From an optimization exercise on the open Yosys and OpenROAD flow, aimed at small area, a short achievable clock period and few clock cycles; shortcuts taken in it are not production practice.
Only simulation tests tie the RTL to the original design; equivalence was not proved.

## run 1
Design dither_core, start of the top module:
module dither_core (
    input  wire        clk,
    input  wire        rst,           
    input  wire        start,         
    input  wire [1:0]  op,            
    input  wire [15:0] width,
    input  wire [15:0] height,
    input  wire [15:0] stride,
    input  wire [15:0] src_base,
    input  wire [15:0] dbuf_base,
    input  wire [7:0]  qstep,
    input  wire        dout,
    output reg         busy,
    output reg         done,          
    output reg  [2:0]  err_code,      
    output reg         mem_req,
    output reg         mem_we,
    output reg  [15:0] mem_addr,
    output reg  [7:0]  mem_wdata,
    input  wire [7:0]  mem_rdata
);
==> flow/config.mk <==
export PLATFORM = sky130hd
export DESIGN_NAME = dither_core
export DESIGN_NICKNAME = dither_core
export VERILOG_FILES = /design/flow/design.v
export SDC_FILE = /design/flow/constraint.sdc
export NUM_CORES = 4
export LEC_CHECK = 0
export CAP_MARGIN = 20
export CORE_MARGIN = 2
export CORE_UTILIZATION = 65
export SLEW_MARGIN = 20
==> flow/constraint.sdc <==
create_clock -name core_clock -period 30.0 [get_ports {clk}]
set_input_delay 6.0000 -clock core_clock [delete_from_list [all_inputs] [get_ports {clk}]]
set_output_delay 6.0000 -clock core_clock [all_outputs]
set_load 0.01 [all_outputs]
standard.sh (not shown) runs the stock make flow with config.mk's settings and CLKGATE_MAP_FILE= SYNTH_SCRIPT=/design/flow/synth_recipe.tcl, a recipe that flattens the netlist after the stock synthesis.
==> flow/flow/run.sh <==
#!/bin/bash
# The standard layout, with every input and output port buffered by a
# sky130_fd_sc_hd__buf_2 instead of the delay buffer buffer_ports picks by
# default.  Each tool's output stays in orfs/logs; make's own output goes to
# standard.log.
set -euo pipefail
export BUFFER_PORTS_ARGS="-buffer_cell sky130_fd_sc_hd__buf_2"
bash standard.sh > standard.log 2>&1
Run 1: full flow OK, the timing, DRC and antenna checks passed
Testbench counts of run 1, summed over its fixed seeds: cycles 97,441.
Here is what was changed in the inputs of run 2 compared with run 1.
- CTS_CLUSTER_DIAMETER now 100, previously not set
- CTS_CLUSTER_SIZE now 30, previously not set
==> comparison <==
| multi-input logic portion of the cell area | run 2 vs run 1 | 1.1 points higher |. In the tables for run 1 and run 2, routed wire length reads higher with run 1. End of the critical path: mem_addr[4] -> run 2, mem_addr[7] -> run 1. The overall die area was comparable across run 1 and run 2.
> inputs changed (run 2 -> run 3)
- clearing CTS_CLUSTER_DIAMETER, which used to be 100
- swapping 65 for 40 in CORE_UTILIZATION
- clearing CTS_CLUSTER_SIZE, which used to be 30
## What came out
Compared with run 2, in run 3 clock-buffer cell count rose 17; routed wire length fell 2.3 mm; clock-pin slew of the registers on the worst-case setup and hold paths fell 0.04 ns.
For run 4, these inputs were changed with respect to run 3:
- putting CTS_CLUSTER_SIZE at 24 where nothing was set
- putting CTS_CLUSTER_DIAMETER at 80 where nothing was set
## What came out
Of run 4 and run 3, it is run 4 that has the lower final critical path time including I/O delays and setup. Run 4 | stages: all done | timing, DRC, antenna: all pass. Comparing run 3 against run 4, there is no change at all in number of gates given a new drive strength after cts. | first-iteration DRC count | higher: run 4 |. Setup TNS after final layout of run 4 is on par with run 3. Going from run 3 to run 4, filler cell count in the final layout grew slightly. On via count, run 3 and run 4 are neck and neck. Run 4: post-layout utilization of the core is 0.27 points lower than what run 3 reported. Reported for run 3 and run 4, number of remaining DRC errors turned out identical to the last digit. Run 4 -> run 3: flip-flop and latch share of the layout cell area flat.
The following lists how run 5 was set up differently from run 4:
- CTS_CLUSTER_DIAMETER changed from 80 to 90
- CTS_CLUSTER_SIZE changed from 24 to 27
- CORE_UTILIZATION changed from 40 to 65
Notes after the runs:
- Changes observed in run 5 relative to run 4: transition time of the tightest slew-check pin increased 0.068 ns; synthesized area essentially unchanged; met1 routing resource usage after global routing increased 20 points.
#### Input delta (run 6 over run 5)
- swapping 90 for 100 in CTS_CLUSTER_DIAMETER
- swapping 27 for 30 in CTS_CLUSTER_SIZE
- swapping 65 for 40 in CORE_UTILIZATION
[summary]
Against run 5, final cell count without fillers in run 6 rose by a little under 10%.
Run 6 — register fraction of the total cell area 0.25 points lower, run 5 as reference
The run with more routed wire is run 5, not run 6.
Run 6: full flow OK, the timing, DRC and antenna checks passed
Run 5 went all the way through synthesis, placement and routing and the layout is clean on timing, DRC and antenna.

## port drivers added, routing unchanged
In the flow no input, the clock included, has a driving cell. The finished layouts below were timed again as built, in two steps.
Step 1 assumes that a clkbuf_16 drives the clock port and a buf_2 every other input.
Step 2 adds t to the input delays and takes it off the output delays; t is the mean of the earliest and latest rising clock arrival at the registers after step 1. Input paths then give back, and output paths get back, about the clock's delay inside the block.
Slacks: ideal / step 1 / step 2; pairs: ideal / step 1.
| run | t (ns) | setup slack, ns | worst setup path at the end | latest minus earliest clock arrival (ns) | slew at the worst register clock pin (ns) |
|---|---|---|---|---|---|
| run 1 | 0.651 | 22.670 / 22.607 / 22.831 | input to register | 0.026 / 0.027 | 0.07 / 0.07 |
| run 2 | 0.595 | 22.713 / 22.653 / 22.843 | input to register | 0.042 / 0.043 | 0.12 / 0.12 |
| run 3 | 0.661 | 22.602 / 22.538 / 22.863 | input to register | 0.050 / 0.050 | 0.07 / 0.07 |
| run 4 | 0.629 | 22.650 / 22.585 / 22.842 | input to register | 0.056 / 0.056 | 0.10 / 0.10 |
| run 5 | 0.607 | 22.685 / 22.624 / 22.815 | input to register | 0.027 / 0.027 | 0.11 / 0.11 |
| run 6 | 0.595 | 22.653 / 22.590 / 22.833 | input to register | 0.046 / 0.047 | 0.12 / 0.12 |
After both steps every run listed still meets setup and hold.
